Source: an optimization exercise on an open RTL-to-GDS flow (aim: small area, a short achievable clock period and few clock cycles). Production flows keep margins and buffers that such runs may drop. Only simulation tests tie the RTL to the original design; equivalence was not proved. Power and IR drop assume default switching activity.

==> flow/design.v <==
module vs_tap_t0 (
    input  wire [7:0] phase,
    output reg  [6:0] tap
);
  always @(*) begin
    case (phase)
      8'd0: tap = 7'd0;
      8'd1: tap = 7'd2;
      8'd2: tap = 7'd4;
      8'd3: tap = 7'd6;
      8'd4: tap = 7'd8;
      8'd5: tap = 7'd10;
      8'd6: tap = 7'd11;
      8'd7: tap = 7'd13;
      8'd8: tap = 7'd15;
      8'd9: tap = 7'd17;
      8'd10: tap = 7'd18;
      8'd11: tap = 7'd20;
      8'd12: tap = 7'd22;
      8'd13: tap = 7'd23;
      8'd14: tap = 7'd25;
      8'd15: tap = 7'd27;
      8'd16: tap = 7'd28;
      8'd17: tap = 7'd30;
      8'd18: tap = 7'd31;
      8'd19: tap = 7'd33;
      8'd20: tap = 7'd34;
      8'd21: tap = 7'd35;
      8'd22: tap = 7'd37;
      8'd23: tap = 7'd38;
      8'd24: tap = 7'd39;
      8'd25: tap = 7'd41;
      8'd26: tap = 7'd42;
      8'd27: tap = 7'd43;
      8'd28: tap = 7'd44;
      8'd29: tap = 7'd46;
      8'd30: tap = 7'd47;
      8'd31: tap = 7'd48;
      8'd32: tap = 7'd49;
      8'd33: tap = 7'd50;
      8'd34: tap = 7'd51;
      8'd35: tap = 7'd52;
      8'd36: tap = 7'd53;
      8'd37: tap = 7'd54;
      8'd38: tap = 7'd55;
      8'd39: tap = 7'd56;
      8'd40: tap = 7'd57;
      8'd41: tap = 7'd58;
      8'd42: tap = 7'd59;
      8'd43: tap = 7'd60;
      8'd44: tap = 7'd60;
      8'd45: tap = 7'd61;
      8'd46: tap = 7'd62;
      8'd47: tap = 7'd63;
      8'd48: tap = 7'd63;
      8'd49: tap = 7'd64;
      8'd50: tap = 7'd65;
      8'd51: tap = 7'd65;
      8'd52: tap = 7'd66;
      8'd53: tap = 7'd67;
      8'd54: tap = 7'd67;
      8'd55: tap = 7'd68;
      8'd56: tap = 7'd68;
      8'd57: tap = 7'd69;
      8'd58: tap = 7'd69;
      8'd59: tap = 7'd70;
      8'd60: tap = 7'd70;
      8'd61: tap = 7'd71;
      8'd62: tap = 7'd71;
      8'd63: tap = 7'd72;
      8'd64: tap = 7'd72;
      8'd65: tap = 7'd72;
      8'd66: tap = 7'd73;
      8'd67: tap = 7'd73;
      8'd68: tap = 7'd73;
      8'd69: tap = 7'd74;
      8'd70: tap = 7'd74;
      8'd71: tap = 7'd74;
      8'd72: tap = 7'd74;
      8'd73: tap = 7'd75;
      8'd74: tap = 7'd75;
      8'd75: tap = 7'd75;
      8'd76: tap = 7'd75;
      8'd77: tap = 7'd75;
      8'd78: tap = 7'd75;
      8'd79: tap = 7'd76;
      8'd80: tap = 7'd76;
      8'd81: tap = 7'd76;
      8'd82: tap = 7'd76;
      8'd83: tap = 7'd76;
      8'd84: tap = 7'd76;
      8'd85: tap = 7'd76;
      8'd86: tap = 7'd76;
      8'd87: tap = 7'd76;
      8'd88: tap = 7'd76;
      8'd89: tap = 7'd76;
      8'd90: tap = 7'd76;
      8'd91: tap = 7'd76;
      8'd92: tap = 7'd76;
      8'd93: tap = 7'd75;
      8'd94: tap = 7'd75;
      8'd95: tap = 7'd75;
      8'd96: tap = 7'd75;
      8'd97: tap = 7'd75;
      8'd98: tap = 7'd75;
      8'd99: tap = 7'd74;
      8'd100: tap = 7'd74;
      8'd101: tap = 7'd74;
      8'd102: tap = 7'd74;
      8'd103: tap = 7'd74;
      8'd104: tap = 7'd73;
      8'd105: tap = 7'd73;
      8'd106: tap = 7'd73;
      8'd107: tap = 7'd72;
      8'd108: tap = 7'd72;
      8'd109: tap = 7'd72;
      8'd110: tap = 7'd72;
      8'd111: tap = 7'd71;
      8'd112: tap = 7'd71;
      8'd113: tap = 7'd71;
      8'd114: tap = 7'd70;
      8'd115: tap = 7'd70;
      8'd116: tap = 7'd69;
      8'd117: tap = 7'd69;
      8'd118: tap = 7'd69;
      8'd119: tap = 7'd68;
      8'd120: tap = 7'd68;
      8'd121: tap = 7'd67;
      8'd122: tap = 7'd67;
      8'd123: tap = 7'd66;
      8'd124: tap = 7'd66;
      8'd125: tap = 7'd65;
      8'd126: tap = 7'd65;
      8'd127: tap = 7'd64;
      8'd128: tap = 7'd64;
      8'd129: tap = 7'd63;
      8'd130: tap = 7'd63;
      8'd131: tap = 7'd62;
      8'd132: tap = 7'd62;
      8'd133: tap = 7'd61;
      8'd134: tap = 7'd61;
      8'd135: tap = 7'd60;
      8'd136: tap = 7'd60;
      8'd137: tap = 7'd59;
      8'd138: tap = 7'd59;
      8'd139: tap = 7'd58;
      8'd140: tap = 7'd57;
      8'd141: tap = 7'd57;
      8'd142: tap = 7'd56;
      8'd143: tap = 7'd56;
      8'd144: tap = 7'd55;
      8'd145: tap = 7'd55;
      8'd146: tap = 7'd54;
      8'd147: tap = 7'd53;
      8'd148: tap = 7'd53;
      8'd149: tap = 7'd52;
      8'd150: tap = 7'd51;
      8'd151: tap = 7'd51;
      8'd152: tap = 7'd50;
      8'd153: tap = 7'd50;
      8'd154: tap = 7'd49;
      8'd155: tap = 7'd48;
      8'd156: tap = 7'd48;
      8'd157: tap = 7'd47;
      8'd158: tap = 7'd46;
      8'd159: tap = 7'd46;
      8'd160: tap = 7'd45;
      8'd161: tap = 7'd44;
      8'd162: tap = 7'd44;
      8'd163: tap = 7'd43;
      8'd164: tap = 7'd42;
      8'd165: tap = 7'd42;
      8'd166: tap = 7'd41;
      8'd167: tap = 7'd40;
      8'd168: tap = 7'd40;
      8'd169: tap = 7'd39;
      8'd170: tap = 7'd38;
      8'd171: tap = 7'd38;
      8'd172: tap = 7'd37;
      8'd173: tap = 7'd36;
      8'd174: tap = 7'd36;
      8'd175: tap = 7'd35;
      8'd176: tap = 7'd34;
      8'd177: tap = 7'd34;
      8'd178: tap = 7'd33;
      8'd179: tap = 7'd32;
      8'd180: tap = 7'd32;
      8'd181: tap = 7'd31;
      8'd182: tap = 7'd30;
      8'd183: tap = 7'd30;
      8'd184: tap = 7'd29;
      8'd185: tap = 7'd28;
      8'd186: tap = 7'd28;
      8'd187: tap = 7'd27;
      8'd188: tap = 7'd27;
      8'd189: tap = 7'd26;
      8'd190: tap = 7'd25;
      8'd191: tap = 7'd25;
      8'd192: tap = 7'd24;
      8'd193: tap = 7'd23;
      8'd194: tap = 7'd23;
      8'd195: tap = 7'd22;
      8'd196: tap = 7'd22;
      8'd197: tap = 7'd21;
      8'd198: tap = 7'd20;
      8'd199: tap = 7'd20;
      8'd200: tap = 7'd19;
      8'd201: tap = 7'd19;
      8'd202: tap = 7'd18;
      8'd203: tap = 7'd17;
      8'd204: tap = 7'd17;
      8'd205: tap = 7'd16;
      8'd206: tap = 7'd16;
      8'd207: tap = 7'd15;
      8'd208: tap = 7'd15;
      8'd209: tap = 7'd14;
      8'd210: tap = 7'd14;
      8'd211: tap = 7'd13;
      8'd212: tap = 7'd13;
      8'd213: tap = 7'd12;
      8'd214: tap = 7'd12;
      8'd215: tap = 7'd11;
      8'd216: tap = 7'd11;
      8'd217: tap = 7'd10;
      8'd218: tap = 7'd10;
      8'd219: tap = 7'd9;
      8'd220: tap = 7'd9;
      8'd221: tap = 7'd8;
      8'd222: tap = 7'd8;
      8'd223: tap = 7'd7;
      8'd224: tap = 7'd7;
      8'd225: tap = 7'd7;
      8'd226: tap = 7'd6;
      8'd227: tap = 7'd6;
      8'd228: tap = 7'd5;
      8'd229: tap = 7'd5;
      8'd230: tap = 7'd5;
      8'd231: tap = 7'd4;
      8'd232: tap = 7'd4;
      8'd233: tap = 7'd4;
      8'd234: tap = 7'd3;
      8'd235: tap = 7'd3;
      8'd236: tap = 7'd3;
      8'd237: tap = 7'd3;
      8'd238: tap = 7'd2;
      8'd239: tap = 7'd2;
      8'd240: tap = 7'd2;
      8'd241: tap = 7'd2;
      8'd242: tap = 7'd1;
      8'd243: tap = 7'd1;
      8'd244: tap = 7'd1;
      8'd245: tap = 7'd1;
      8'd246: tap = 7'd1;
      8'd247: tap = 7'd1;
      8'd248: tap = 7'd0;
      8'd249: tap = 7'd0;
      8'd250: tap = 7'd0;
      8'd251: tap = 7'd0;
      8'd252: tap = 7'd0;
      8'd253: tap = 7'd0;
      8'd254: tap = 7'd0;
      8'd255: tap = 7'd0;
      default: tap = 7'd0;
    endcase
  end
endmodule
module vs_tap_t1 (
    input  wire [7:0] phase,
    output reg  [10:0] tap
);
  always @(*) begin
    case (phase)
      8'd0: tap = 11'd1024;
      8'd1: tap = 11'd1024;
      8'd2: tap = 11'd1024;
      8'd3: tap = 11'd1024;
      8'd4: tap = 11'd1024;
      8'd5: tap = 11'd1023;
      8'd6: tap = 11'd1022;
      8'd7: tap = 11'd1022;
      8'd8: tap = 11'd1021;
      8'd9: tap = 11'd1022;
      8'd10: tap = 11'd1020;
      8'd11: tap = 11'd1019;
      8'd12: tap = 11'd1019;
      8'd13: tap = 11'd1017;
      8'd14: tap = 11'd1016;
      8'd15: tap = 11'd1016;
      8'd16: tap = 11'd1014;
      8'd17: tap = 11'd1013;
      8'd18: tap = 11'd1011;
      8'd19: tap = 11'd1011;
      8'd20: tap = 11'd1009;
      8'd21: tap = 11'd1007;
      8'd22: tap = 11'd1006;
      8'd23: tap = 11'd1005;
      8'd24: tap = 11'd1002;
      8'd25: tap = 11'd1001;
      8'd26: tap = 11'd999;
      8'd27: tap = 11'd997;
      8'd28: tap = 11'd995;
      8'd29: tap = 11'd994;
      8'd30: tap = 11'd991;
      8'd31: tap = 11'd990;
      8'd32: tap = 11'd987;
      8'd33: tap = 11'd984;
      8'd34: tap = 11'd982;
      8'd35: tap = 11'd980;
      8'd36: tap = 11'd978;
      8'd37: tap = 11'd975;
      8'd38: tap = 11'd973;
      8'd39: tap = 11'd970;
      8'd40: tap = 11'd968;
      8'd41: tap = 11'd965;
      8'd42: tap = 11'd963;
      8'd43: tap = 11'd959;
      8'd44: tap = 11'd956;
      8'd45: tap = 11'd953;
      8'd46: tap = 11'd951;
      8'd47: tap = 11'd947;
      8'd48: tap = 11'd944;
      8'd49: tap = 11'd941;
      8'd50: tap = 11'd938;
      8'd51: tap = 11'd934;
      8'd52: tap = 11'd931;
      8'd53: tap = 11'd928;
      8'd54: tap = 11'd924;
      8'd55: tap = 11'd922;
      8'd56: tap = 11'd917;
      8'd57: tap = 11'd914;
      8'd58: tap = 11'd910;
      8'd59: tap = 11'd907;
      8'd60: tap = 11'd903;
      8'd61: tap = 11'd899;
      8'd62: tap = 11'd896;
      8'd63: tap = 11'd892;
      8'd64: tap = 11'd888;
      8'd65: tap = 11'd884;
      8'd66: tap = 11'd880;
      8'd67: tap = 11'd876;
      8'd68: tap = 11'd872;
      8'd69: tap = 11'd868;
      8'd70: tap = 11'd864;
      8'd71: tap = 11'd859;
      8'd72: tap = 11'd855;
      8'd73: tap = 11'd852;
      8'd74: tap = 11'd847;
      8'd75: tap = 11'd843;
      8'd76: tap = 11'd839;
      8'd77: tap = 11'd834;
      8'd78: tap = 11'd829;
      8'd79: tap = 11'd826;
      8'd80: tap = 11'd821;
      8'd81: tap = 11'd817;
      8'd82: tap = 11'd812;
      8'd83: tap = 11'd807;
      8'd84: tap = 11'd803;
      8'd85: tap = 11'd798;
      8'd86: tap = 11'd793;
      8'd87: tap = 11'd789;
      8'd88: tap = 11'd784;
      8'd89: tap = 11'd779;
      8'd90: tap = 11'd775;
      8'd91: tap = 11'd770;
      8'd92: tap = 11'd765;
      8'd93: tap = 11'd759;
      8'd94: tap = 11'd755;
      8'd95: tap = 11'd749;
      8'd96: tap = 11'd745;
      8'd97: tap = 11'd741;
      8'd98: tap = 11'd735;
      8'd99: tap = 11'd730;
      8'd100: tap = 11'd725;
      8'd101: tap = 11'd720;
      8'd102: tap = 11'd715;
      8'd103: tap = 11'd711;
      8'd104: tap = 11'd704;
      8'd105: tap = 11'd699;
      8'd106: tap = 11'd694;
      8'd107: tap = 11'd688;
      8'd108: tap = 11'd684;
      8'd109: tap = 11'd678;
      8'd110: tap = 11'd674;
      8'd111: tap = 11'd668;
      8'd112: tap = 11'd663;
      8'd113: tap = 11'd658;
      8'd114: tap = 11'd652;
      8'd115: tap = 11'd647;
      8'd116: tap = 11'd640;
      8'd117: tap = 11'd636;
      8'd118: tap = 11'd631;
      8'd119: tap = 11'd625;
      8'd120: tap = 11'd620;
      8'd121: tap = 11'd614;
      8'd122: tap = 11'd609;
      8'd123: tap = 11'd603;
      8'd124: tap = 11'd598;
      8'd125: tap = 11'd592;
      8'd126: tap = 11'd587;
      8'd127: tap = 11'd581;
      8'd128: tap = 11'd576;
      8'd129: tap = 11'd570;
      8'd130: tap = 11'd565;
      8'd131: tap = 11'd559;
      8'd132: tap = 11'd554;
      8'd133: tap = 11'd548;
      8'd134: tap = 11'd543;
      8'd135: tap = 11'd537;
      8'd136: tap = 11'd532;
      8'd137: tap = 11'd526;
      8'd138: tap = 11'd521;
      8'd139: tap = 11'd515;
      8'd140: tap = 11'd509;
      8'd141: tap = 11'd504;
      8'd142: tap = 11'd498;
      8'd143: tap = 11'd494;
      8'd144: tap = 11'd487;
      8'd145: tap = 11'd482;
      8'd146: tap = 11'd477;
      8'd147: tap = 11'd471;
      8'd148: tap = 11'd465;
      8'd149: tap = 11'd459;
      8'd150: tap = 11'd454;
      8'd151: tap = 11'd449;
      8'd152: tap = 11'd443;
      8'd153: tap = 11'd438;
      8'd154: tap = 11'd432;
      8'd155: tap = 11'd426;
      8'd156: tap = 11'd421;
      8'd157: tap = 11'd415;
      8'd158: tap = 11'd410;
      8'd159: tap = 11'd405;
      8'd160: tap = 11'd399;
      8'd161: tap = 11'd393;
      8'd162: tap = 11'd388;
      8'd163: tap = 11'd382;
      8'd164: tap = 11'd377;
      8'd165: tap = 11'd372;
      8'd166: tap = 11'd367;
      8'd167: tap = 11'd361;
      8'd168: tap = 11'd356;
      8'd169: tap = 11'd350;
      8'd170: tap = 11'd345;
      8'd171: tap = 11'd340;
      8'd172: tap = 11'd334;
      8'd173: tap = 11'd329;
      8'd174: tap = 11'd324;
      8'd175: tap = 11'd319;
      8'd176: tap = 11'd313;
      8'd177: tap = 11'd309;
      8'd178: tap = 11'd302;
      8'd179: tap = 11'd297;
      8'd180: tap = 11'd292;
      8'd181: tap = 11'd287;
      8'd182: tap = 11'd282;
      8'd183: tap = 11'd278;
      8'd184: tap = 11'd271;
      8'd185: tap = 11'd266;
      8'd186: tap = 11'd262;
      8'd187: tap = 11'd257;
      8'd188: tap = 11'd252;
      8'd189: tap = 11'd247;
      8'd190: tap = 11'd242;
      8'd191: tap = 11'd237;
      8'd192: tap = 11'd232;
      8'd193: tap = 11'd227;
      8'd194: tap = 11'd222;
      8'd195: tap = 11'd218;
      8'd196: tap = 11'd213;
      8'd197: tap = 11'd208;
      8'd198: tap = 11'd203;
      8'd199: tap = 11'd199;
      8'd200: tap = 11'd193;
      8'd201: tap = 11'd190;
      8'd202: tap = 11'd184;
      8'd203: tap = 11'd180;
      8'd204: tap = 11'd176;
      8'd205: tap = 11'd170;
      8'd206: tap = 11'd167;
      8'd207: tap = 11'd162;
      8'd208: tap = 11'd158;
      8'd209: tap = 11'd154;
      8'd210: tap = 11'd150;
      8'd211: tap = 11'd145;
      8'd212: tap = 11'd141;
      8'd213: tap = 11'd137;
      8'd214: tap = 11'd133;
      8'd215: tap = 11'd128;
      8'd216: tap = 11'd125;
      8'd217: tap = 11'd120;
      8'd218: tap = 11'd116;
      8'd219: tap = 11'd112;
      8'd220: tap = 11'd108;
      8'd221: tap = 11'd104;
      8'd222: tap = 11'd101;
      8'd223: tap = 11'd96;
      8'd224: tap = 11'd93;
      8'd225: tap = 11'd90;
      8'd226: tap = 11'd86;
      8'd227: tap = 11'd83;
      8'd228: tap = 11'd78;
      8'd229: tap = 11'd75;
      8'd230: tap = 11'd72;
      8'd231: tap = 11'd68;
      8'd232: tap = 11'd64;
      8'd233: tap = 11'd62;
      8'd234: tap = 11'd58;
      8'd235: tap = 11'd54;
      8'd236: tap = 11'd52;
      8'd237: tap = 11'd49;
      8'd238: tap = 11'd45;
      8'd239: tap = 11'd43;
      8'd240: tap = 11'd40;
      8'd241: tap = 11'd37;
      8'd242: tap = 11'd33;
      8'd243: tap = 11'd30;
      8'd244: tap = 11'd28;
      8'd245: tap = 11'd26;
      8'd246: tap = 11'd23;
      8'd247: tap = 11'd21;
      8'd248: tap = 11'd17;
      8'd249: tap = 11'd15;
      8'd250: tap = 11'd12;
      8'd251: tap = 11'd11;
      8'd252: tap = 11'd9;
      8'd253: tap = 11'd6;
      8'd254: tap = 11'd4;
      8'd255: tap = 11'd2;
      default: tap = 11'd0;
    endcase
  end
endmodule
module vs_tap_t2 (
    input  wire [7:0] phase,
    output reg  [10:0] tap
);
  always @(*) begin
    case (phase)
      8'd0: tap = 11'd0;
      8'd1: tap = 11'd2;
      8'd2: tap = 11'd4;
      8'd3: tap = 11'd6;
      8'd4: tap = 11'd8;
      8'd5: tap = 11'd11;
      8'd6: tap = 11'd13;
      8'd7: tap = 11'd15;
      8'd8: tap = 11'd18;
      8'd9: tap = 11'd20;
      8'd10: tap = 11'd23;
      8'd11: tap = 11'd26;
      8'd12: tap = 11'd28;
      8'd13: tap = 11'd31;
      8'd14: tap = 11'd34;
      8'd15: tap = 11'd37;
      8'd16: tap = 11'd40;
      8'd17: tap = 11'd43;
      8'd18: tap = 11'd46;
      8'd19: tap = 11'd49;
      8'd20: tap = 11'd52;
      8'd21: tap = 11'd55;
      8'd22: tap = 11'd58;
      8'd23: tap = 11'd61;
      8'd24: tap = 11'd65;
      8'd25: tap = 11'd68;
      8'd26: tap = 11'd72;
      8'd27: tap = 11'd75;
      8'd28: tap = 11'd78;
      8'd29: tap = 11'd82;
      8'd30: tap = 11'd86;
      8'd31: tap = 11'd89;
      8'd32: tap = 11'd93;
      8'd33: tap = 11'd97;
      8'd34: tap = 11'd101;
      8'd35: tap = 11'd104;
      8'd36: tap = 11'd108;
      8'd37: tap = 11'd112;
      8'd38: tap = 11'd116;
      8'd39: tap = 11'd120;
      8'd40: tap = 11'd124;
      8'd41: tap = 11'd128;
      8'd42: tap = 11'd132;
      8'd43: tap = 11'd137;
      8'd44: tap = 11'd141;
      8'd45: tap = 11'd145;
      8'd46: tap = 11'd149;
      8'd47: tap = 11'd154;
      8'd48: tap = 11'd158;
      8'd49: tap = 11'd162;
      8'd50: tap = 11'd167;
      8'd51: tap = 11'd171;
      8'd52: tap = 11'd176;
      8'd53: tap = 11'd180;
      8'd54: tap = 11'd185;
      8'd55: tap = 11'd189;
      8'd56: tap = 11'd194;
      8'd57: tap = 11'd199;
      8'd58: tap = 11'd203;
      8'd59: tap = 11'd208;
      8'd60: tap = 11'd213;
      8'd61: tap = 11'd218;
      8'd62: tap = 11'd222;
      8'd63: tap = 11'd227;
      8'd64: tap = 11'd232;
      8'd65: tap = 11'd237;
      8'd66: tap = 11'd242;
      8'd67: tap = 11'd247;
      8'd68: tap = 11'd252;
      8'd69: tap = 11'd257;
      8'd70: tap = 11'd262;
      8'd71: tap = 11'd267;
      8'd72: tap = 11'd272;
      8'd73: tap = 11'd277;
      8'd74: tap = 11'd282;
      8'd75: tap = 11'd287;
      8'd76: tap = 11'd292;
      8'd77: tap = 11'd297;
      8'd78: tap = 11'd303;
      8'd79: tap = 11'd308;
      8'd80: tap = 11'd313;
      8'd81: tap = 11'd318;
      8'd82: tap = 11'd324;
      8'd83: tap = 11'd329;
      8'd84: tap = 11'd334;
      8'd85: tap = 11'd340;
      8'd86: tap = 11'd345;
      8'd87: tap = 11'd350;
      8'd88: tap = 11'd356;
      8'd89: tap = 11'd361;
      8'd90: tap = 11'd366;
      8'd91: tap = 11'd372;
      8'd92: tap = 11'd377;
      8'd93: tap = 11'd383;
      8'd94: tap = 11'd388;
      8'd95: tap = 11'd394;
      8'd96: tap = 11'd399;
      8'd97: tap = 11'd404;
      8'd98: tap = 11'd410;
      8'd99: tap = 11'd415;
      8'd100: tap = 11'd421;
      8'd101: tap = 11'd426;
      8'd102: tap = 11'd432;
      8'd103: tap = 11'd437;
      8'd104: tap = 11'd443;
      8'd105: tap = 11'd449;
      8'd106: tap = 11'd454;
      8'd107: tap = 11'd460;
      8'd108: tap = 11'd465;
      8'd109: tap = 11'd471;
      8'd110: tap = 11'd476;
      8'd111: tap = 11'd482;
      8'd112: tap = 11'd487;
      8'd113: tap = 11'd493;
      8'd114: tap = 11'd498;
      8'd115: tap = 11'd504;
      8'd116: tap = 11'd510;
      8'd117: tap = 11'd515;
      8'd118: tap = 11'd521;
      8'd119: tap = 11'd526;
      8'd120: tap = 11'd532;
      8'd121: tap = 11'd537;
      8'd122: tap = 11'd543;
      8'd123: tap = 11'd548;
      8'd124: tap = 11'd554;
      8'd125: tap = 11'd559;
      8'd126: tap = 11'd565;
      8'd127: tap = 11'd570;
      8'd128: tap = 11'd576;
      8'd129: tap = 11'd581;
      8'd130: tap = 11'd587;
      8'd131: tap = 11'd592;
      8'd132: tap = 11'd598;
      8'd133: tap = 11'd603;
      8'd134: tap = 11'd609;
      8'd135: tap = 11'd614;
      8'd136: tap = 11'd620;
      8'd137: tap = 11'd625;
      8'd138: tap = 11'd631;
      8'd139: tap = 11'd636;
      8'd140: tap = 11'd641;
      8'd141: tap = 11'd647;
      8'd142: tap = 11'd652;
      8'd143: tap = 11'd657;
      8'd144: tap = 11'd663;
      8'd145: tap = 11'd668;
      8'd146: tap = 11'd673;
      8'd147: tap = 11'd678;
      8'd148: tap = 11'd684;
      8'd149: tap = 11'd689;
      8'd150: tap = 11'd694;
      8'd151: tap = 11'd699;
      8'd152: tap = 11'd704;
      8'd153: tap = 11'd710;
      8'd154: tap = 11'd715;
      8'd155: tap = 11'd720;
      8'd156: tap = 11'd725;
      8'd157: tap = 11'd730;
      8'd158: tap = 11'd735;
      8'd159: tap = 11'd740;
      8'd160: tap = 11'd745;
      8'd161: tap = 11'd750;
      8'd162: tap = 11'd755;
      8'd163: tap = 11'd760;
      8'd164: tap = 11'd765;
      8'd165: tap = 11'd770;
      8'd166: tap = 11'd774;
      8'd167: tap = 11'd779;
      8'd168: tap = 11'd784;
      8'd169: tap = 11'd789;
      8'd170: tap = 11'd793;
      8'd171: tap = 11'd798;
      8'd172: tap = 11'd803;
      8'd173: tap = 11'd807;
      8'd174: tap = 11'd812;
      8'd175: tap = 11'd816;
      8'd176: tap = 11'd821;
      8'd177: tap = 11'd825;
      8'd178: tap = 11'd830;
      8'd179: tap = 11'd834;
      8'd180: tap = 11'd839;
      8'd181: tap = 11'd843;
      8'd182: tap = 11'd847;
      8'd183: tap = 11'd851;
      8'd184: tap = 11'd856;
      8'd185: tap = 11'd860;
      8'd186: tap = 11'd864;
      8'd187: tap = 11'd868;
      8'd188: tap = 11'd872;
      8'd189: tap = 11'd876;
      8'd190: tap = 11'd880;
      8'd191: tap = 11'd884;
      8'd192: tap = 11'd888;
      8'd193: tap = 11'd892;
      8'd194: tap = 11'd896;
      8'd195: tap = 11'd899;
      8'd196: tap = 11'd903;
      8'd197: tap = 11'd907;
      8'd198: tap = 11'd910;
      8'd199: tap = 11'd914;
      8'd200: tap = 11'd918;
      8'd201: tap = 11'd921;
      8'd202: tap = 11'd925;
      8'd203: tap = 11'd928;
      8'd204: tap = 11'd931;
      8'd205: tap = 11'd935;
      8'd206: tap = 11'd938;
      8'd207: tap = 11'd941;
      8'd208: tap = 11'd944;
      8'd209: tap = 11'd947;
      8'd210: tap = 11'd950;
      8'd211: tap = 11'd953;
      8'd212: tap = 11'd956;
      8'd213: tap = 11'd959;
      8'd214: tap = 11'd962;
      8'd215: tap = 11'd965;
      8'd216: tap = 11'd967;
      8'd217: tap = 11'd970;
      8'd218: tap = 11'd973;
      8'd219: tap = 11'd975;
      8'd220: tap = 11'd978;
      8'd221: tap = 11'd980;
      8'd222: tap = 11'd982;
      8'd223: tap = 11'd985;
      8'd224: tap = 11'd987;
      8'd225: tap = 11'd989;
      8'd226: tap = 11'd991;
      8'd227: tap = 11'd993;
      8'd228: tap = 11'd995;
      8'd229: tap = 11'd997;
      8'd230: tap = 11'd999;
      8'd231: tap = 11'd1001;
      8'd232: tap = 11'd1003;
      8'd233: tap = 11'd1004;
      8'd234: tap = 11'd1006;
      8'd235: tap = 11'd1008;
      8'd236: tap = 11'd1009;
      8'd237: tap = 11'd1011;
      8'd238: tap = 11'd1012;
      8'd239: tap = 11'd1013;
      8'd240: tap = 11'd1014;
      8'd241: tap = 11'd1016;
      8'd242: tap = 11'd1017;
      8'd243: tap = 11'd1018;
      8'd244: tap = 11'd1019;
      8'd245: tap = 11'd1019;
      8'd246: tap = 11'd1020;
      8'd247: tap = 11'd1021;
      8'd248: tap = 11'd1022;
      8'd249: tap = 11'd1022;
      8'd250: tap = 11'd1023;
      8'd251: tap = 11'd1023;
      8'd252: tap = 11'd1023;
      8'd253: tap = 11'd1024;
      8'd254: tap = 11'd1024;
      8'd255: tap = 11'd1024;
      default: tap = 11'd0;
    endcase
  end
endmodule
module vs_divider (
    input  wire [14:0] rem,
    input  wire        nbit,
    input  wire        fin,
    input  wire [14:0] den,
    output wire [14:0] rem_next,
    output wire        qbit,
    output wire [15:0] diff
);
  wire [15:0] a = fin ? {1'b0, rem} : {rem, nbit};
  wire [16:0] d = {1'b0, a} - {2'b00, den};
  assign qbit     = ~d[16];
  assign rem_next = qbit ? d[14:0] : a[14:0];
  assign diff     = d[15:0];
endmodule
module vs_resampler (
    input  wire        clk,
    input  wire        rst,
    input  wire        start,
    input  wire [1:0]  method,        
    input  wire [14:0] src_w,
    input  wire [14:0] src_h,
    input  wire [14:0] dst_w,
    input  wire [14:0] dst_h,
    input  wire [31:0] src_base,
    input  wire [15:0] src_stride,
    input  wire [31:0] dst_base,
    input  wire [15:0] dst_stride,
    output wire        done,
    output wire        err,
    output wire        rd_en,
    output wire [31:0] rd_addr,
    input  wire [7:0]  rd_data,
    output wire        wr_en,
    output wire [31:0] wr_addr,
    output wire [7:0]  wr_data
);
  localparam S_IDLE = 2'd0;
  localparam S_DIV  = 2'd1;
  localparam S_RUN  = 2'd2;
  localparam S_FIN  = 2'd3;
  reg [1:0] st;
  reg       err_r;
  reg       m4, mb, mn;
  wire start_ok = start && (st == S_IDLE || st == S_FIN);
  reg  [4:0]  cnt;
  reg  [14:0] rx, ry;         
  reg  [30:0] qx, qy;         
  reg  [15:0] rdx, rdy;       
  reg  [15:0] k0, k1;         
  reg  [14:0] sw_r, sh_r, dw_r, dh_r;
  wire        div_fin = (cnt == 5'd31);
  wire        nbx = qx[30];
  wire        nby = qy[30];
  wire [14:0] rx_n, ry_n;
  wire        qbx, qby;
  wire [15:0] dfx, dfy;
  vs_divider u_divx (.rem(rx), .nbit(nbx), .fin(div_fin), .den(dw_r),
                     .rem_next(rx_n), .qbit(qbx), .diff(dfx));
  vs_divider u_divy (.rem(ry), .nbit(nby), .fin(div_fin), .den(dh_r),
                     .rem_next(ry_n), .qbit(qby), .diff(dfy));
  wire [15:0] k_a   = (cnt == 5'd16) ? k0 : {k0[14:0], 1'b0};
  wire [15:0] k_sum = k_a + (((cnt == 5'd16) || qy[0]) ? src_stride : 16'd0);
  reg  [30:0] xpos;           
  reg  [14:0] ex;             
  reg  [14:0] xrem;           
  reg  [15:0] fx_c;           
  reg         toff1;          
  reg  [1:0]  toff2, toff3;
  wire        last_col = (xrem == 15'd0);
  wire [14:0] ixn   = xpos[30:16];
  wire [15:0] xcs   = {1'b0, ex} + rdx;
  wire        cx    = ~xcs[15] && (st == S_RUN);
  wire [14:0] c0_n  = (m4 && ixn != 15'd0) ? ixn - 15'd1 : ixn;
  wire [15:0] ixn1  = {1'b0, ixn} + 16'd1;
  wire [15:0] ixn2  = {1'b0, ixn} + 16'd2;
  wire        inc1  = m4 ? (ixn != 15'd0) : (ixn1 < {1'b0, sw_r});
  wire        inc2  = ixn1 < {1'b0, sw_r};
  wire        inc3  = ixn2 < {1'b0, sw_r};
  wire signed [16:0] n1 = m4 ? 17'sd3 : mb ? 17'sd1 : 17'sd0;
  wire signed [16:0] oo = m4 ? 17'sd1 : 17'sd0;
  wire signed [16:0] ee = n1 - oo;           
  wire signed [16:0] sh_s = $signed({2'b00, sh_r});
  reg         p_live;
  reg  signed [16:0] hi_p;
  reg  [15:0] gy_p;
  reg  [15:0] off_p;          
  reg         first_p, last_p;
  reg         p_read;         
  reg         q_live, q_stale;
  reg  signed [16:0] hi_q;
  reg  [15:0] gy_q;
  reg  [14:0] ey_q;
  reg  [15:0] off_q;
  reg  [14:0] yrem_q;         
  reg         cy_q;           
  wire [15:0] ycs    = {1'b0, ey_q} + rdy;
  wire [16:0] gy_sum = {1'b0, gy_q} + {1'b0, qy[15:0]} + {16'd0, cy_q};
  wire signed [16:0] hi_step = hi_q + $signed({2'b00, qy[30:16]}) + $signed({16'd0, gy_sum[16]});
  wire [15:0] off_k0   = off_q + k0;
  wire [15:0] off_k1   = off_q + k1;
  wire [15:0] off_step = gy_sum[16] ? off_k1 : off_k0;
  wire [14:0] ey_step  = cy_q ? ycs[14:0] : ey_q + ry;
  wire [15:0] ycs_nx   = {1'b0, ey_step} + rdy;
  reg  signed [16:0] rf;      
  reg  signed [16:0] rfn;     
  reg  [15:0] wo;             
  reg  [1:0]  kt;             
  reg         pa;             
  reg         dupf;           
  reg         ltsh;           
  reg         thr;            
  wire [1:0]  klast   = n1[1:0];
  wire        running = (st == S_RUN) && p_live;
  wire        p_pend  = (rf <= hi_p);              
  wire        jmp_p   = (rfn < hi_p);              
  wire        jmp_q   = (rfn < hi_q);
  wire        need_q  = (rf <= hi_q);
  wire        dup_now = (kt == 2'd0) && dupf;
  wire        lastop  = dup_now || (kt == klast);
  wire        emit    = running && (mn ? p_read : (!p_pend && !(m4 && thr)));
  wire        do_jump = running && !mn && p_pend && jmp_p;
  wire        op_p    = running && !mn && p_pend && !jmp_p;
  wire        op_q    = running && !mn && !p_pend && q_live && !q_stale && !jmp_q &&
                        (lastop ? (emit && need_q) : ltsh);
  wire        do_op   = op_p || op_q;
  wire        op_n    = running && mn && (!p_read || (emit && q_live && !q_stale));
  wire [1:0]  toff_k = (kt == 2'd0) ? 2'd0 : (kt == 2'd1) ? {1'b0, toff1} : (kt == 2'd2) ? toff2 : toff3;
  wire [15:0] rd_off = mn ? (p_read ? off_q : off_p) : (wo + {14'd0, toff_k});
  wire        col_load = (st == S_RUN && !p_live && !last_col) || (emit && last_p && !last_col);
  wire signed [16:0] rf1  = rf + 17'sd1;
  wire signed [16:0] lo_p = hi_p - n1;
  wire [7:0]  hp = fx_c[15:8];
  wire [6:0]  h_t0;
  wire [10:0] h_t1, h_t2;
  vs_tap_t0 u_ht0 (.phase((kt == 2'd3) ? (8'd0 - hp) : hp), .tap(h_t0));
  vs_tap_t1 u_ht1 (.phase(hp), .tap(h_t1));
  vs_tap_t2 u_ht2 (.phase(hp), .tap(h_t2));
  wire [15:0] cmag = m4 ? ((kt == 2'd1) ? {5'd0, h_t1} : (kt == 2'd2) ? {5'd0, h_t2} : {9'd0, h_t0})
                        : mb ? fx_c : 16'd1;
  wire        cneg = m4 ? (kt == 2'd0 || kt == 2'd3) : (mb && kt == 2'd0);
  reg         rd_en_r;
  reg  [31:0] rd_addr_r;
  assign rd_en   = rd_en_r;
  assign rd_addr = rd_addr_r;
  reg         p1v, p2v, p3v;
  reg         p1f, p2f, p3f;      
  reg         p1l, p2l, p3l;      
  reg         p1d, p2d, p3d, hd;  
  reg         p1n, p2n, p3n;      
  reg  [15:0] p1c, p2c, p3c;      
  reg  [7:0]  din, din4;
  reg         p4v, p4f, p4l, p4d, p4n;
  reg  [23:0] hprod_r;
  reg  signed [25:0] acc;
  reg         hl;                 
  reg  [7:0]  w0, w1, w2, w3;     
  wire [23:0] hprod = din * p3c;
  wire signed [25:0] hinit = mb ? $signed({2'b00, din4, 16'h8000}) : m4 ? 26'sd512 : 26'sd0;
  wire signed [25:0] hbase = p4f ? hinit : acc;
  wire signed [25:0] hsum  = p4n ? hbase - $signed({2'b00, hprod_r}) : hbase + $signed({2'b00, hprod_r});
  wire signed [15:0] hsh = acc[25:10];
  wire [7:0]  hres = mn ? acc[7:0] : mb ? acc[23:16]
                   : (hsh < 16'sd0) ? 8'd0 : (hsh > 16'sd255) ? 8'd255 : hsh[7:0];
  reg         v1, v2, v3, v4, v5;
  reg  [15:0] g1, g2, g3, g4, g5;
  reg         f1, f2, f3, f4, f5;
  reg         l1, l2, l3, l4, l5;
  reg  [23:0] pm0, pm1;
  reg         sA, sB, sBil, sNear, sf, sl;
  reg  [7:0]  sw8;
  reg         vphB;
  reg  [7:0]  sh2, sh3;
  reg  [10:0] vc0, vc1;           
  reg  signed [25:0] vsum;
  reg         vres_v, vres_l;
  wire        vlook_b = v5 && m4;
  wire [7:0]  vp = vlook_b ? g5[15:8] : g4[15:8];
  wire [6:0]  v_t0;
  wire [10:0] v_t1, v_t2;
  vs_tap_t0 u_vt0 (.phase(vlook_b ? (8'd0 - vp) : vp), .tap(v_t0));
  vs_tap_t1 u_vt1 (.phase(vp), .tap(v_t1));
  vs_tap_t2 u_vt2 (.phase(vp), .tap(v_t2));
  wire [7:0]  ma0 = m4 ? (vphB ? sh2 : w0) : w2;
  wire [7:0]  ma1 = m4 ? (vphB ? sh3 : w1) : w3;
  wire [15:0] mb0 = m4 ? {5'd0, vc0} : g5;
  wire [15:0] mb1 = m4 ? {5'd0, vc1} : g5;
  wire [23:0] vm0 = ma0 * mb0;
  wire [23:0] vm1 = ma1 * mb1;
  wire signed [25:0] vbase = sB ? vsum : sA ? 26'sd512 : $signed({2'b00, sw8, 16'h8000});
  wire signed [25:0] vdiff = sB ? ($signed({2'b00, pm0}) - $signed({2'b00, pm1}))
                                : ($signed({2'b00, pm1}) - $signed({2'b00, pm0}));
  wire        vfin = sB || sBil || sNear;
  wire signed [15:0] vsh = vsum[25:10];
  wire [7:0]  vres = mn ? vsum[7:0] : mb ? vsum[23:16]
                   : (vsh < 16'sd0) ? 8'd0 : (vsh > 16'sd255) ? 8'd255 : vsh[7:0];
  reg  [14:0] wcol;
  reg  [15:0] woff;
  reg         wr_en_r, wlast;
  reg  [31:0] wr_addr_r;
  reg  [7:0]  wr_data_r;
  assign wr_en   = wr_en_r;
  assign wr_addr = wr_addr_r;
  assign wr_data = wr_data_r;
  assign done = (st == S_FIN);
  assign err  = (st == S_FIN) && err_r;
  always @(posedge clk) begin
    if (rst) begin
      st      <= S_IDLE;
      err_r   <= 1'b0;
      p_live  <= 1'b0;
      thr     <= 1'b0;
    end else begin
      if (st == S_FIN || st == S_IDLE) st <= S_IDLE;
      if (start_ok) begin
        if (method == 2'd3) begin
          err_r <= 1'b1;
          st    <= S_FIN;
        end else begin
          err_r <= 1'b0;
          st    <= S_DIV;
        end
      end
      if (st == S_DIV && div_fin) st <= S_RUN;
      if (st == S_RUN && wlast) st <= S_FIN;
      if (col_load) p_live <= 1'b1;
      else if (emit && last_p) p_live <= 1'b0;
      thr <= emit && m4;
    end
  end
  always @(posedge clk) begin
    if (start_ok) begin
      m4   <= (method == 2'd2) && (src_h >= 15'd4);
      mb   <= (method == 2'd1) || ((method == 2'd2) && (src_h < 15'd4));
      mn   <= (method == 2'd0);
      cnt  <= 5'd0;
      rx   <= 15'd0;
      ry   <= 15'd0;
      qx   <= {src_w, 16'd0};
      qy   <= {src_h, 16'd0};
      sw_r <= src_w;
      sh_r <= src_h;
      dw_r <= dst_w;
      dh_r <= dst_h;
      k0   <= 16'd0;
      xpos <= 31'd0;
      ex   <= 15'd0;
      xrem <= dst_w;
    end else if (st == S_DIV) begin
      cnt <= cnt + 5'd1;
      if (div_fin) begin
        rdx <= dfx;
        rdy <= dfy;
      end else begin
        rx <= rx_n;
        ry <= ry_n;
        qx <= {qx[29:0], qbx};
        qy <= {qy[29:0], qby};
      end
      if (cnt >= 5'd1 && cnt <= 5'd15) k0 <= k_sum;
      if (cnt == 5'd16) k1 <= k_sum;
    end
    if (col_load) begin
      fx_c  <= xpos[15:0];
      toff1 <= inc1;
      toff2 <= {1'b0, inc1} + {1'b0, inc2};
      toff3 <= {1'b0, inc1} + {1'b0, inc2} + {1'b0, inc3};
      xpos  <= xpos + qx + {30'd0, cx};
      ex    <= cx ? xcs[14:0] : ex + rx;
      xrem  <= xrem - 15'd1;
      hi_p    <= ee;
      gy_p    <= 16'd0;
      off_p   <= {1'b0, c0_n};
      first_p <= 1'b1;
      last_p  <= (dh_r == 15'd1);
      p_read  <= 1'b0;
      q_live  <= (dh_r != 15'd1);
      q_stale <= 1'b1;
      hi_q    <= ee;
      gy_q    <= 16'd0;
      ey_q    <= 15'd0;
      cy_q    <= 1'b0;
      off_q   <= {1'b0, c0_n};
      yrem_q  <= dh_r - 15'd1;
      rf      <= -oo;
      rfn     <= ee;
      wo      <= {1'b0, c0_n};
      kt      <= 2'd0;
      pa      <= !m4 && (sh_r > 15'd1);
      dupf    <= 1'b0;
      ltsh    <= 1'b1;
    end else begin
      if (emit) begin
        hi_p    <= hi_q;
        gy_p    <= gy_q;
        off_p   <= off_q;
        first_p <= 1'b0;
        last_p  <= (yrem_q == 15'd0);
        q_live  <= (yrem_q != 15'd0);
      end
      if (emit || q_stale) begin
        q_stale <= 1'b0;
        hi_q    <= hi_step;
        gy_q    <= gy_sum[15:0];
        ey_q    <= ey_step;
        cy_q    <= ~ycs_nx[15];
        off_q   <= off_step;
        yrem_q  <= yrem_q - 15'd1;
      end
      if (mn) begin
        if (op_n) p_read <= 1'b1;
        else if (emit) p_read <= 1'b0;
      end
      if (do_jump) begin
        kt   <= 2'd0;
        rf   <= lo_p;
        rfn  <= hi_p;
        wo   <= off_p - (m4 ? src_stride : 16'd0);
        pa   <= (lo_p + 17'sd1) < sh_s;
        dupf <= 1'b0;
        ltsh <= 1'b1;
      end else if (do_op) begin
        if (lastop) begin
          kt   <= 2'd0;
          rf   <= rf1;
          rfn  <= rfn + 17'sd1;
          wo   <= pa ? wo + src_stride : wo;
          pa   <= (rf1 >= 17'sd0) && ((rf + 17'sd2) < sh_s);
          dupf <= (m4 && rf1 == 17'sd0) || (rf1 >= sh_s);
          ltsh <= rf1 < sh_s;
        end else begin
          kt <= kt + 2'd1;
        end
      end
    end
  end
  always @(posedge clk) begin
    if (rst) begin
      rd_en_r <= 1'b0;
      p1v <= 1'b0;
      p2v <= 1'b0;
      p3v <= 1'b0;
      p4v <= 1'b0;
      hl  <= 1'b0;
    end else begin
      rd_en_r <= (do_op && !dup_now) || op_n;
      p1v <= do_op || op_n;
      p2v <= p1v;
      p3v <= p2v;
      p4v <= p3v;
      hl  <= p4v && p4l;
    end
    rd_addr_r <= src_base + {16'd0, rd_off};
    p1f <= mn || (kt == 2'd0);
    p1l <= mn || lastop;
    p1d <= !mn && dup_now;
    p2d <= p1d;
    p3d <= p2d;
    p4d <= p3d;
    hd  <= p4d;
    p1n <= cneg;
    p1c <= cmag;
    p2f <= p1f; p2l <= p1l; p2n <= p1n; p2c <= p1c;
    p3f <= p2f; p3l <= p2l; p3n <= p2n; p3c <= p2c;
    din <= rd_data;
    din4 <= din;
    hprod_r <= hprod;
    p4f <= p3f; p4l <= p3l; p4n <= p3n;
    if (p4v && !p4d) acc <= hsum;
    if (hl) begin
      w0 <= w1;
      w1 <= w2;
      w2 <= w3;
      w3 <= hd ? w3 : hres;
    end
  end
  always @(posedge clk) begin
    if (rst) begin
      v1 <= 1'b0;
      v2 <= 1'b0;
      v3 <= 1'b0;
      v4 <= 1'b0;
      v5 <= 1'b0;
      vphB <= 1'b0;
      sA <= 1'b0;
      sB <= 1'b0;
      sBil <= 1'b0;
      sNear <= 1'b0;
      vres_v <= 1'b0;
      wr_en_r <= 1'b0;
      wlast <= 1'b0;
    end else begin
      v1 <= emit;
      v2 <= v1;
      v3 <= v2;
      v4 <= v3;
      v5 <= v4;
      vphB <= v5 && m4;
      sA <= v5 && m4;
      sB <= vphB;
      sBil <= v5 && mb;
      sNear <= v5 && mn;
      vres_v <= vfin;
      wr_en_r <= vres_v;
      wlast <= vres_v && vres_l;
    end
    if (start_ok) wcol <= 15'h7fff;
    if (emit) begin
      g1 <= gy_p; f1 <= first_p; l1 <= last_p && last_col;
    end
    if (v1) begin g2 <= g1; f2 <= f1; l2 <= l1; end
    if (v2) begin g3 <= g2; f3 <= f2; l3 <= l2; end
    if (v3) begin g4 <= g3; f4 <= f3; l4 <= l3; end
    if (v4) begin g5 <= g4; f5 <= f4; l5 <= l4; end
    vc0 <= vlook_b ? v_t2 : {4'd0, v_t0};
    vc1 <= vlook_b ? {4'd0, v_t0} : v_t1;
    if (v5 && m4) begin
      sh2 <= w2;
      sh3 <= w3;
    end
    pm0 <= vm0;
    pm1 <= vm1;
    sw8 <= mn ? w3 : w2;
    sf  <= f5;
    sl  <= l5;
    if (sA || sB || sBil) vsum <= vbase + vdiff;
    else if (sNear) vsum <= {18'd0, sw8};
    if (vfin) begin
      vres_l <= sl;
      if (sf) begin
        wcol <= wcol + 15'd1;
        woff <= {1'b0, wcol + 15'd1};
      end else begin
        woff <= woff + dst_stride;
      end
    end
    wr_data_r <= vres;
    wr_addr_r <= dst_base + {16'd0, woff};
  end
endmodule
==> flow/constraint.sdc <==
create_clock -name core_clock -period 16.0 [get_ports {clk}]
set_input_delay 3.2000 -clock core_clock [delete_from_list [all_inputs] [get_ports {clk}]]
set_output_delay 3.2000 -clock core_clock [all_outputs]
set_load 0.01 [all_outputs]
==> flow/run.sh <==
#!/bin/bash
# synth_recipe.tcl (not shown) runs the flow's synth.tcl, then flattens the netlist and writes it again
# the make line also repeats each setting of config.mk as NAME=value (left out here)
make -C /OpenROAD-flow-scripts/flow DESIGN_CONFIG=/design/flow/config.mk WORK_HOME=/design/flow/orfs CLKGATE_MAP_FILE= SYNTH_SCRIPT=/design/flow/synth_recipe.tcl finish
==> flow/config.mk <==
export PLATFORM = sky130hd
export DESIGN_NAME = vs_resampler
export DESIGN_NICKNAME = vs_resampler
export VERILOG_FILES = /design/flow/design.v
export SDC_FILE = /design/flow/constraint.sdc
export NUM_CORES = 4
export LEC_CHECK = 0
export ABC_CLOCK_PERIOD_IN_PS = 6000
export CAP_MARGIN = 20
export CORE_MARGIN = 2
export CORE_UTILIZATION = 50
export SETUP_SLACK_MARGIN = 5
export SLEW_MARGIN = 20
export SYNTH_MEMORY_MAX_BITS = 65536
==> results.txt <==
share of cells above drive strength 1 = 6.03%
Post-Syn Instances = 9303
Core Rows = 148
P_int = 6.15 mW
Clock transition at path regs = 60 ps
Slew Limit Headroom = 20.1%
initial core utilization = 50.3%
GRT Residual Overflow = 0
CTS Hold Bufs = 0
crit-path max FO = 17
initial drt markers = 6414
worst slew pin tran = 1190 ps
Netlist cell types = 103
Post-Route WL = 261000 µm
slowest cell on the critical path = dfxtp_1
die height = 408 µm
top cells by area, synth = edfxtp_1 21%, dfxtp_1 11%, ha_1 11%
Worst Path Arrival = 7830 ps
initial antenna violation count = 8
Worst R2R Start = cy_q$_SDFFE_PP0P_
Final Hold Fails = 0
antenna viol nets, final = 0
Final TNS setup = 0 ps
cell taking the most area after synthesis = edfxtp_1
cell family with most CP delay = compound AO/OA/AOI/OAI gates
Core Area = 0.163 mm²
clock root buffer = clkbuf_16
clk_skew = 49.6 ps
WP buf/inv = 2
crit end category = flop
via/cell ratio = 6.10
IO Pins = 245
Sw Ratio = 34.9%
filler cell count = 15.1k
hold worst-path end = p3n$_DFF_P_
wire per inst = 22.5 µm
detailed placer's ending HPWL = 191000 µm
max-slew violation count = 0
routed vias = 70.8k
Die Wd = 408 µm
worst r2r path cells = 26
vias in the first global route = 68.8k
RSZ-0062 raised after global routing = false
Cell Count Post-Placement = 11.4k
syn_nets = 10.5k
Mapped Avg Cell Area = 8.79 µm²
Leak Pwr = 37.0 nW
Clk pwr share = 29.9%
layout net count = 10.5k
Tmin final = 7370 ps
Layout area overhead = 10.6%
status = finished clean
type of the tightest min-delay check = reg -> reg
Combinational Power Share = 36.4%
PwrDens = 104 mW/mm²
Crit Path Class = reg -> reg
Post-synth EDFFs = 561
CTS Sinks = 1019
multi-input combinational cell area = 0.0518 mm²
fmax = 136 MHz
input/output buffers = 244
H-tree levels = 3
R2R setup slack = 8630 ps
predominant post-synthesis flop cell = edfxtp_1
GRT Util Overall = 30.4%
hold path start = p2n$_DFF_P_
post-synthesis register bit count = 1019
Peak VDD IR = 0.103 mV
synth warn = 4
post-synthesis sequential area ratio = 31.8%
worst-skew pair later-pin latency = 770 ps
crit-path max cell delay = 850 ps
Setup Buffers After CTS = 0
final setup fails = 0
Worst Hold Depth = 0
NetSw = 3.29 mW
DRC viols = 0
Yosys top cell area share = 20.6%
CP Launch Type = flop
FF/Latch Area = 0.0260 mm²
synthesized area = 0.0817 mm²
TritonCTS buffer count = 118
max-cap viol count = 0
CTS tree = built
post-cts repair resize count = 0
fraction of registers with async set/reset = 0%
final worst-path cycle share = 46.1%
Post-Layout Cell Count = 11.6k
Bufs on Longest Clock Path = 3
Pre-antenna DRT Iters = 7
first-pass GRT wire length = 403000 µm
die area = 0.167 mm²
CP required = 16460 ps
routability cong. = 0.969
largest net degree at the start of global routing = 138
Reg power frac = 33.8%
Reg-to-Reg End = off_q[14]$_DFFE_PP_
## metrics by stage
| stage | power (mW) | hold slack [ps] | instance area, µm² | utilization (%) | worst slack, ps |
|---|---|---|---|---|---|
| detailed placement | 6.65 | 312 | 86300 | 53.1 | 8660 |
| floorplan | 5.78 | 310 | 81700 | - | 8510 |
| global placement | 6.60 | 310 | 86300 | 53.1 | 8750 |
| global route | 10.0 | 313 | 90400 | 55.6 | 8040 |
| CTS | 9.51 | 305 | 90400 | 55.6 | 8610 |
| finish | 9.44 | 311 | 90400 | 55.6 | 8630 |
## Yosys cell counts, types with 113 or more instances
| master | instances |
|---|---|
| nand3_1 | 213 |
| a21o_1 | 149 |
| a211oi_1 | 113 |
| nor2b_1 | 126 |
| a21oi_1 | 644 |
| ha_1 | 702 |
| o21ai_0 | 533 |
| edfxtp_1 | 561 |
| inv_1 | 597 |
| clkbuf_1 | 367 |
| dfxtp_1 | 458 |
| and2_1 | 165 |
| nor2_1 | 879 |
| xnor2_1 | 367 |
| nor3_1 | 255 |
| fa_1 | 277 |
| nand2_1 | 898 |
| mux2i_1 | 161 |
| xor2_1 | 187 |
## cell usage in the layout, fill, tap and decap left out, types with 59 or more instances in the layout
master / count
nand2_1: 893
nor4_1: 59
nor3_1: 250
mux2_2: 99
buf_4: 139
xor2_1: 187
mux2i_1: 156
a21o_1: 148
dfxtp_1: 457
edfxtp_1: 561
o211ai_1: 94
o21a_1: 74
clkbuf_16: 124
nor2_1: 872
ha_1: 701
nand3_1: 212
fa_1: 277
a211oi_1: 113
and2_1: 165
nor2b_1: 125
a22o_1: 71
a21oi_1: 641
xnor2_1: 363
o21ai_0: 533
and3_1: 74
a31oi_1: 100
clkdlybuf4s50_1: 244
nand2b_1: 80
inv_1: 597
## worst max path at each step
| stage | startpoint | end | slack [ps] | cells after the start |
|---|---|---|---|---|
| 2_1_floorplan | start | rdx[0]$_DFFE_PP_ | 8510 | 5 |
| 3_3_place_gp | m4$_DFFE_PP_ | pm0[23]$_DFF_P_ | 8750 | 24 |
| 3_5_place_dp | cy_q$_SDFFE_PP0P_ | off_q[14]$_DFFE_PP_ | 8660 | 26 |
| 4_1_cts | cy_q$_SDFFE_PP0P_ | off_q[14]$_DFFE_PP_ | 8610 | 26 |
| 5_1_grt | cy_q$_SDFFE_PP0P_ | off_q[14]$_DFFE_PP_ | 8040 | 26 |
| 6_report | cy_q$_SDFFE_PP0P_ | off_q[14]$_DFFE_PP_ | 8630 | 26 |
## cell type report
cell class	instances	share of cell area, %
Clock inverter	57	0.747
Inverter	606	2.53
Multi-Input combinational cell	7192	57.3
Clock buffer	167	3.78
Antenna cell	1	0.00277
Sequential cell	1019	28.8
Tap cell	2175	3.01
Timing Repair Buffer	385	3.90
## sequential cells by signal, summed over array words and instances, names as in the netlist, 17 cells and up
name,count
xpos,31
acc,26
qy,31
rfn,17
rd_addr_r,32
wr_addr_r,32
pm0,24
hi_p,17
hprod_r,24
rf,17
vsum,26
hi_q,17
pm1,24
qx,31
## power by group through the flow
stage          clock (mW)  combinational [mW]  sequential (mW)
2_1_floorplan           0                2.61             3.17
3_5_place_dp            0                3.40             3.24
5_1_grt              2.98                3.84             3.21
3_3_place_gp            0                3.36             3.24
6_report             2.82                3.44             3.19
4_1_cts              2.89                3.43             3.19
## worst register-to-register path: stages, from the launching register on
cell	delay (ps)
dfxtp_1	850
inv_1	190
fa_1	450
inv_1	90
fa_1	210
a21o_1	140
a21oi_1	110
o21ai_0	230
a31oi_1	140
a21boi_0	360
nand2_1	150
nand3_1	110
a21o_1	800
mux2_2	460
ha_1	210
fa_1	410
a21o_1	180
a21oi_1	230
o21bai_1	90
a21oi_1	230
nor2b_1	80
o21a_1	190
o31a_1	270
o41ai_1	450
o21ai_0	210
xnor2_1	160
o21ai_0	80
## layer usage
metal	up-vias	global-route usage, %	wire length (µm)	share of wire, %
met5	-	0	27	0.010
met4	4	11.6	10300	3.9
met3	545	4.36	17000	6.5
met2	2550	48.8	119000	46
met1	34300	41.4	114000	44
li1	33400	-	-	-
## cell families after synthesis
group | after synthesis | share of synthesized area [%]
multiplexers | 269 | 3.55
AND/OR/NAND/NOR | 2987 | 16.9
XOR/XNOR | 554 | 5.94
adder cells (fa/ha/maj) | 981 | 17.6
flip-flops | 1019 | 31.8
AO/OA/AOI/OAI | 2401 | 19.1
buffers and inverters | 1092 | 5.14
Testbench counts, summed over its fixed seeds: cycles 160,649.

[afterwards: timing with drivers on the ports]
How much do the figures lean on ideal ports? The routed layout below was timed once more, with nothing changed but the port constraints.
Step 1 (the two cells are an assumption about what drives the block):
set clk [get_ports {clk}]
set_driving_cell -lib_cell sky130_fd_sc_hd__clkbuf_16 $clk
set_driving_cell -lib_cell sky130_fd_sc_hd__buf_2 [delete_from_list [all_inputs] $clk]
Step 2 adds t to the input delays and takes it off the output delays; t is the mean of the earliest and latest rising clock arrival at the registers after step 1. Input paths then give back, and output paths get back, about the clock's delay inside the block.
Three values: ideal, step 1, step 2; two values: the first two.
shift t [ns]: 0.838
setup WS [ns]: 8.631 / 8.631 / 8.631
worst hold slack (ns): 0.311 / 0.311 / 0.311
slew at the worst register clock pin (ns): 0.07 / 0.07
After both steps setup and hold are still met in this run. For this run, drivers alone change the setup slack by 0.000 ns; drivers and shift together by 0.000 ns.
